Background: an optimization exercise with open tools, aiming at small area, a short achievable clock period and few clock cycles. Do not read the settings as production practice.
Function was checked by simulation only, so behaviour that the tests miss may differ from the original.
Power is estimated from default activity; no workload was simulated.

==> flow/design.v <==
module crc16_byte (
    input  wire [15:0] crc,
    input  wire [7:0]  din,
    output wire [15:0] nxt
);
    wire [7:0] x = crc[15:8] ^ din;
    wire [7:0] y = x ^ {4'd0, x[7:4]};
    assign nxt = {crc[7:0], 8'd0} ^ {y[3:0], 12'd0} ^ {3'd0, y, 5'd0} ^ {8'd0, y};
endmodule
module od_client (
    input  wire        clk,
    input  wire        rst,
    input  wire        cmd_valid,
    output reg         cmd_ready,
    input  wire        cmd_write,
    input  wire [15:0] cmd_idx,
    input  wire [7:0]  cmd_sub,
    input  wire [2:0]  cmd_wid,
    input  wire        cmd_sgn,
    input  wire [31:0] cmd_val,
    input  wire [31:0] cmd_tmo,
    output reg         tx_valid,
    output reg  [7:0]  tx_data,
    output reg         tx_last,
    input  wire        tx_ready,
    input  wire        txr_valid,
    input  wire        txr_ok,
    output reg         txr_ready,
    input  wire        rx_valid,
    input  wire [7:0]  rx_data,
    output reg         rx_ready,
    input  wire        tick,
    output reg         res_valid,
    output reg  [3:0]  res_kind,
    output reg  [2:0]  res_cause,
    output reg  [31:0] res_info,
    output reg  [31:0] res_val,
    input  wire        res_ready
);
    localparam [7:0] START    = 8'h7E;
    localparam [7:0] ESC      = 8'h7D;
    localparam [7:0] OP_READ  = 8'h01;
    localparam [7:0] OP_WRITE = 8'h02;
    localparam [3:0] K_OK = 4'd0, K_FRAME = 4'd1, K_TIMEOUT = 4'd2,
                     K_PROTO = 4'd3, K_DEVICE = 4'd4, K_WRFAIL = 4'd9,
                     K_CMD = 4'd10;
    localparam [2:0] FE_MARKER = 3'd1, FE_TRUNC = 3'd2, FE_CRC = 3'd4;
    localparam [2:0] PE_OPCODE = 3'd1, PE_SHAPE = 3'd2, PE_WIDTH = 3'd3;
    localparam [2:0] CE_OPERAND = 3'd3;
    localparam [2:0] R_START = 3'd0, R_OPC = 3'd1, R_LEN = 3'd2,
                     R_PAY = 3'd3, R_CLO = 3'd4, R_CHI = 3'd5;
    reg        txing;        
    reg        txend;        
    reg        zpend;        
    reg        wr;
    reg        w1, w2;       
    reg        sgn;
    reg [31:0] tmr;
    reg [3:0]  k;            
    reg        escp;         
    reg        cur_res;      
    reg [2:0]  rph;
    reg        escf;
    reg        rxany;
    reg [7:0]  rem;          
    reg        lo_ok;
    reg [7:0]  rq;
    reg        q_opc, q_len, q_pay;
    reg        opc_bad;
    reg        len_short;
    reg        len_bad;
    reg        abt_nz;       
    reg [15:0] crc;
    function is_res(input [7:0] b);
        is_res = (b == START) || (b == ESC);
    endfunction
    wire cmd_take = cmd_valid && cmd_ready;
    wire cmd_bad  = !((cmd_wid == 3'd1) || (cmd_wid == 3'd2) || (cmd_wid == 3'd4)) ||
                    (cmd_tmo == 32'd0);
    wire [7:0] cur     = res_info[7:0];
    wire       tx_adv  = txing && (!tx_valid || tx_ready);
    wire       tx_done = txend && tx_valid && tx_ready;   
    wire rx_take    = rx_valid && rx_ready;
    wire rx_content = escf || (rx_data != ESC);
    wire q_body     = q_opc || q_len || q_pay;
    wire [7:0] fill = {8{sgn & rq[7]}};
    wire [15:0] crc_nxt;
    crc16_byte u_crc (.crc(crc), .din(rx_ready ? rq : cur), .nxt(crc_nxt));
    wire [15:0] crc_fin = q_body ? crc_nxt : crc;
    wire crc_ok = lo_ok && (crc[15:8] == rx_data);
    wire dev_err  = !opc_bad && !len_short && abt_nz;
    wire read_ok  = !opc_bad && !len_short && !abt_nz && !len_bad && !wr;
    reg [3:0] pre_kind;
    reg [2:0] pre_cause;
    always @(*) begin
        pre_kind = K_OK; pre_cause = 3'd0;
        if (opc_bad)        begin pre_kind = K_PROTO;  pre_cause = PE_OPCODE; end
        else if (len_short) begin pre_kind = K_PROTO;  pre_cause = PE_SHAPE;  end
        else if (abt_nz)    begin pre_kind = K_DEVICE; pre_cause = 3'd0;      end
        else if (len_bad)   begin pre_kind = K_PROTO;  pre_cause = wr ? PE_SHAPE : PE_WIDTH; end
    end
    wire        tmr_dec = rx_ready && tick && !rx_take;
    wire [31:0] tmr_low0;
    assign tmr_low0[0] = 1'b1;
    genvar gi;
    generate
        for (gi = 1; gi < 32; gi = gi + 1) begin : g_low0
            assign tmr_low0[gi] = tmr_low0[gi-1] && !tmr[gi-1];
        end
    endgenerate
    wire       rx_hit  = rx_take && rx_content;
    wire       rem_dec = rx_hit && (rph == R_PAY);
    wire [7:0] rem_low0;
    assign rem_low0[0] = 1'b1;
    generate
        for (gi = 1; gi < 8; gi = gi + 1) begin : g_rlow0
            assign rem_low0[gi] = rem_low0[gi-1] && !rem[gi-1];
        end
    endgenerate
    always @(posedge clk) begin
        tmr <= cmd_take ? cmd_tmo : (tmr ^ ({32{tmr_dec}} & tmr_low0));
        rq  <= rx_data;
        rem <= cmd_take ? cmd_val[31:24] :
               (rx_hit && rph == R_LEN) ? rx_data :
               (rem ^ ({8{rem_dec}} & rem_low0));
    end
    task fail(input [3:0] kind, input [2:0] cause);
        begin
            zpend     <= 1'b1;
            res_kind  <= kind;
            res_cause <= cause;
            rx_ready  <= 1'b0;
        end
    endtask
    always @(posedge clk) begin
        if (rst) begin
            cmd_ready <= 1'b1;
            txing     <= 1'b0;
            txend     <= 1'b0;
            zpend     <= 1'b0;
            tx_valid  <= 1'b0;
            txr_ready <= 1'b0;
            rx_ready  <= 1'b0;
            res_valid <= 1'b0;
            q_opc     <= 1'b0;
            q_len     <= 1'b0;
            q_pay     <= 1'b0;
        end else begin
            if (res_valid && res_ready) begin
                res_valid <= 1'b0;
                cmd_ready <= 1'b1;
            end
            if (cmd_take) begin
                cmd_ready <= 1'b0;
                wr        <= cmd_write;
                w1        <= cmd_wid[0];
                w2        <= cmd_wid[1];
                sgn       <= cmd_sgn;
                res_info  <= {cmd_idx, (cmd_write ? 8'd3 + {5'd0, cmd_wid} : 8'd3),
                              (cmd_write ? OP_WRITE : OP_READ)};
                res_val   <= {cmd_val[23:0], cmd_sub};
                k         <= cmd_write ? 4'd7 + {1'b0, cmd_wid} : 4'd7;
                escp      <= 1'b0;
                cur_res   <= 1'b0;
                crc       <= 16'd0;
                tx_data   <= START;
                tx_last   <= 1'b0;
                if (cmd_bad) begin
                    fail(K_CMD, CE_OPERAND);
                end else begin
                    txing    <= 1'b1;
                    tx_valid <= 1'b1;
                end
            end
            if (tx_adv) begin
                tx_valid <= 1'b1;
                if (!escp && cur_res) begin
                    tx_data <= ESC;
                    escp    <= 1'b1;
                end else begin
                    tx_data <= cur;
                    escp    <= 1'b0;
                    k       <= k - 4'd1;
                    if (k >= 4'd3) crc <= crc_nxt;
                    if (k == 4'd3) begin
                        res_info[15:0] <= crc_nxt;
                        cur_res <= is_res(crc_nxt[7:0]);
                    end else begin
                        res_info <= {res_val[7:0], res_info[31:8]};
                        res_val  <= {rem, res_val[31:8]};
                        cur_res  <= is_res(res_info[15:8]);
                    end
                    if (k == 4'd1) begin
                        tx_last <= 1'b1;
                        txing   <= 1'b0;
                        txend   <= 1'b1;
                    end
                end
            end else if (tx_valid && tx_ready) begin
                tx_valid <= 1'b0;
            end
            if (tx_done) begin
                txend     <= 1'b0;
                txr_ready <= 1'b1;
            end
            if (txr_valid && txr_ready) begin
                txr_ready <= 1'b0;
                rph       <= R_START;
                escf      <= 1'b0;
                rxany     <= 1'b0;
                crc       <= 16'd0;
                if (txr_ok) rx_ready <= 1'b1;
                else        fail(K_WRFAIL, 3'd0);
            end
            q_opc <= rx_take && rx_content && (rph == R_OPC);
            q_len <= rx_take && rx_content && (rph == R_LEN);
            q_pay <= rx_take && rx_content && (rph == R_PAY);
            if (q_body) crc <= crc_nxt;
            if (q_opc) opc_bad <= (rq != (wr ? OP_WRITE : OP_READ));
            if (q_len) begin
                k         <= 4'd0;
                len_short <= (rq < 8'd4);
                len_bad   <= (rq != (wr ? 8'd4 : w1 ? 8'd5 : w2 ? 8'd6 : 8'd8));
            end
            if (q_pay) begin
                if (!k[3]) k <= k + 4'd1;
                if (!k[2] && !k[3]) begin
                    res_info <= {rq, res_info[31:8]};
                    abt_nz   <= (abt_nz && k != 4'd0) || (rq != 8'd0);
                end
                if (k[2] && !k[3]) begin
                    if (w1)      res_val <= {fill, fill, fill, rq};
                    else if (w2) res_val <= {fill, fill, rq, res_val[15:8]};
                    else         res_val <= {rq, res_val[31:8]};
                end
            end
            if (rx_ready && (rph == R_CLO || rph == R_CHI) && !q_body) begin
                res_kind  <= pre_kind;
                res_cause <= pre_cause;
                if (!dev_err) res_info <= 32'd0;
                if (!read_ok) res_val  <= 32'd0;
            end
            if (zpend) begin
                zpend     <= 1'b0;
                res_valid <= 1'b1;
                res_info  <= 32'd0;
                res_val   <= 32'd0;
            end
            if (rx_take) begin
                rxany <= 1'b1;
                if (rph == R_START) begin
                    if (rx_data == START) rph <= R_OPC;
                    else                  fail(K_FRAME, FE_MARKER);
                end else begin
                    escf <= !escf && (rx_data == ESC);
                    if (rx_content) begin
                        case (rph)
                        R_OPC: rph <= R_LEN;
                        R_LEN: begin
                            rph <= (rx_data == 8'd0) ? R_CLO : R_PAY;
                        end
                        R_PAY: begin
                            if (rem == 8'd1) rph <= R_CLO;
                        end
                        R_CLO: begin
                            lo_ok <= (crc_fin[7:0] == rx_data);
                            rph   <= R_CHI;
                        end
                        default: begin
                            rx_ready <= 1'b0;
                            if (crc_ok) res_valid <= 1'b1;
                            else        fail(K_FRAME, FE_CRC);
                        end
                        endcase
                    end
                end
            end else if (rx_ready && tick) begin
                if (tmr == 32'd1) begin
                    if (rxany) fail(K_FRAME, FE_TRUNC);
                    else       fail(K_TIMEOUT, 3'd0);
                end
            end
        end
    end
endmodule
clock: 5.0 ns
lec_check: 0
abc_area: 1
cap_margin: 20
core_margin: 2
core_utilization: 55
cts_buf_list: sky130_fd_sc_hd__clkbuf_8
setup_slack_margin: 2.85
slew_margin: 20
standard.sh (not shown) runs the stock make flow with config.mk's settings and CLKGATE_MAP_FILE= SYNTH_SCRIPT=/design/flow/synth_recipe.tcl, a recipe that flattens the netlist after the stock synthesis.
==> flow/flow/run.sh <==
#!/bin/bash
# The standard layout, with plain buffers (buf_2) on the ports instead of the
# delay cells that buffer_ports picks by default. Every port still gets its
# own buffer.
set -euo pipefail
bash standard.sh "BUFFER_PORTS_ARGS=-buffer_cell sky130_fd_sc_hd__buf_2" finish > standard.log 2>&1
The baseline completed without violations.
Testbench counts at the start, summed over its fixed seeds: cycles 7,284.
Then changed:
--- a/flow/design.v
+++ b/flow/design.v
@@ -84,9 +84,9 @@
     wire rx_content = escf || (rx_data != ESC);
     wire q_body     = q_opc || q_len || q_pay;
     wire [7:0] fill = {8{sgn & rq[7]}};
     wire [15:0] crc_nxt;
-    crc16_byte u_crc (.crc(crc), .din(rx_ready ? rq : cur), .nxt(crc_nxt));
+    crc16_byte u_crc (.crc(crc), .din(txing ? cur : rq), .nxt(crc_nxt));
     wire [15:0] crc_fin = q_body ? crc_nxt : crc;
     wire crc_ok = lo_ok && (crc[15:8] == rx_data);
     wire dev_err  = !opc_bad && !len_short && abt_nz;
     wire read_ok  = !opc_bad && !len_short && !abt_nz && !len_bad && !wr;
@@ -100,13 +100,23 @@
         else if (len_bad)   begin pre_kind = K_PROTO;  pre_cause = wr ? PE_SHAPE : PE_WIDTH; end
     end
     wire        tmr_dec = rx_ready && tick && !rx_take;
     wire [31:0] tmr_low0;
-    assign tmr_low0[0] = 1'b1;
+    wire [7:0] nib0;             
+    wire [7:0] nib_low0;         
     genvar gi;
     generate
-        for (gi = 1; gi < 32; gi = gi + 1) begin : g_low0
-            assign tmr_low0[gi] = tmr_low0[gi-1] && !tmr[gi-1];
+        for (gi = 0; gi < 8; gi = gi + 1) begin : g_nib
+            assign nib0[gi] = ~|tmr[4*gi+3:4*gi];
+            if (gi == 0) begin : g_first
+                assign nib_low0[gi] = 1'b1;
+            end else begin : g_next
+                assign nib_low0[gi] = nib_low0[gi-1] && nib0[gi-1];
+            end
+            assign tmr_low0[4*gi]   = nib_low0[gi];
+            assign tmr_low0[4*gi+1] = nib_low0[gi] && !tmr[4*gi];
+            assign tmr_low0[4*gi+2] = nib_low0[gi] && !tmr[4*gi] && !tmr[4*gi+1];
+            assign tmr_low0[4*gi+3] = nib_low0[gi] && !tmr[4*gi] && !tmr[4*gi+1] && !tmr[4*gi+2];
         end
     endgenerate
     wire       rx_hit  = rx_take && rx_content;
     wire       rem_dec = rx_hit && (rph == R_PAY);
Area after synthesis came out higher by 3.3%.
Die area came out higher by about 3.2%.
Global-route usage came out higher by 0.65 points.
Total power came out higher by 6.2%.
Cell count came out higher by about 5.5%.
Via count came out higher by about 5%.
Testbench counts after the change, summed over its fixed seeds: cycles 7,284.

RTL: one of the versions met above, not the one the previous note started from.
Size in the first run: roughly 1500 cells after synthesis, roughly 180 flip-flops, ~200 I/O pins, roughly 11000 sq um of cells after synthesis.
clock: 5.0 ns
lec_check: 0
abc_area: 1
cap_margin: 20
core_margin: 2
core_utilization: 55
cts_buf_list: sky130_fd_sc_hd__clkbuf_8
setup_slack_margin: 2.85
slew_margin: 20
==> flow/flow/run.sh <==
#!/bin/bash
# The standard layout, with plain buffers (buf_1) on the ports instead of the
# delay cells that buffer_ports picks by default. Every port still gets its
# own buffer.
set -euo pipefail
bash standard.sh "BUFFER_PORTS_ARGS=-buffer_cell sky130_fd_sc_hd__buf_1" finish > standard.log 2>&1
The first run produced a clean layout.
Testbench counts at the start, summed over its fixed seeds: cycles 7,284.
Change:
--- a/flow/design.v
+++ b/flow/design.v
@@ -160,22 +160,23 @@
                 res_valid <= 1'b0;
                 cmd_ready <= 1'b1;
             end
             if (cmd_take) begin
                 cmd_ready <= 1'b0;
                 wr        <= cmd_write;
                 w1        <= cmd_wid[0];
                 w2        <= cmd_wid[1];
                 sgn       <= cmd_sgn;
-                res_info  <= {cmd_idx, (cmd_write ? 8'd3 + {5'd0, cmd_wid} : 8'd3),
+                res_info  <= {cmd_idx,
+                              (cmd_write ? {6'd1, cmd_wid[2], cmd_wid[2] | cmd_wid[1]} : 8'd3),
                               (cmd_write ? OP_WRITE : OP_READ)};
                 res_val   <= {cmd_val[23:0], cmd_sub};
-                k         <= cmd_write ? 4'd7 + {1'b0, cmd_wid} : 4'd7;
+                k         <= cmd_write ? {2'b10, cmd_wid[2], cmd_wid[2] | cmd_wid[1]} : 4'd7;
                 escp      <= 1'b0;
                 cur_res   <= 1'b0;
                 crc       <= 16'd0;
                 tx_data   <= START;
                 tx_last   <= 1'b0;
                 if (cmd_bad) begin
                     fail(K_CMD, CE_OPERAND);
                 end else begin
                     txing    <= 1'b1;
Design area shrinks by 3.0%. Sequential share of layout area grows by 1.1 points. Worst hold slack degrades by 0.016 ns. Area after synthesis shrinks by 1.0%. Combinational power barely changes. Worst setup slack degrades by 0.023 ns. Cell count shrinks by 1.3%. First-iteration DRC count grows by 11%. Count of clock-buffer cells in the layout shrinks by 1. Routed wire length shrinks by 4.2%. Flip-flop and latch count is unchanged. Sequential power stays flat.
Testbench counts after the change, summed over its fixed seeds: cycles 7,284.

==> static timing again, ports no longer ideal <==
How much do the figures lean on ideal ports? The routed layouts below were timed once more, with nothing changed but the port constraints. Step 1 assumes that a clkbuf_16 drives the clock port and a buf_2 every other input. Step 2 adds t to the input delays and takes it off the output delays; t is the mean of the earliest and latest rising clock arrival at the registers after step 1. Input paths then give back, and output paths get back, about the clock's delay inside the block. a / b / c = no drivers / after step 1 / after step 2; a / b = the first two.
| run | t (ns) | setup WS [ns] | worst data-port slew with drivers (ns) |
|---|---|---|---|
| the first run of note 1 | 0.515 | 2.786 / 2.786 / 2.336 | 0.08 |
| the second run of note 1 | 0.526 | 2.796 / 2.752 / 2.276 | 0.07 |
| the first run of note 2 | 0.529 | 2.825 / 2.780 / 2.314 | 0.07 |
| the second run of note 2 | 0.532 | 2.801 / 2.801 / 2.347 | 0.07 |
After both steps setup and hold are still met in every run listed. For the second run of note 1, which loses most, drivers alone change the setup slack by -0.044 ns; drivers and shift together by -0.520 ns.
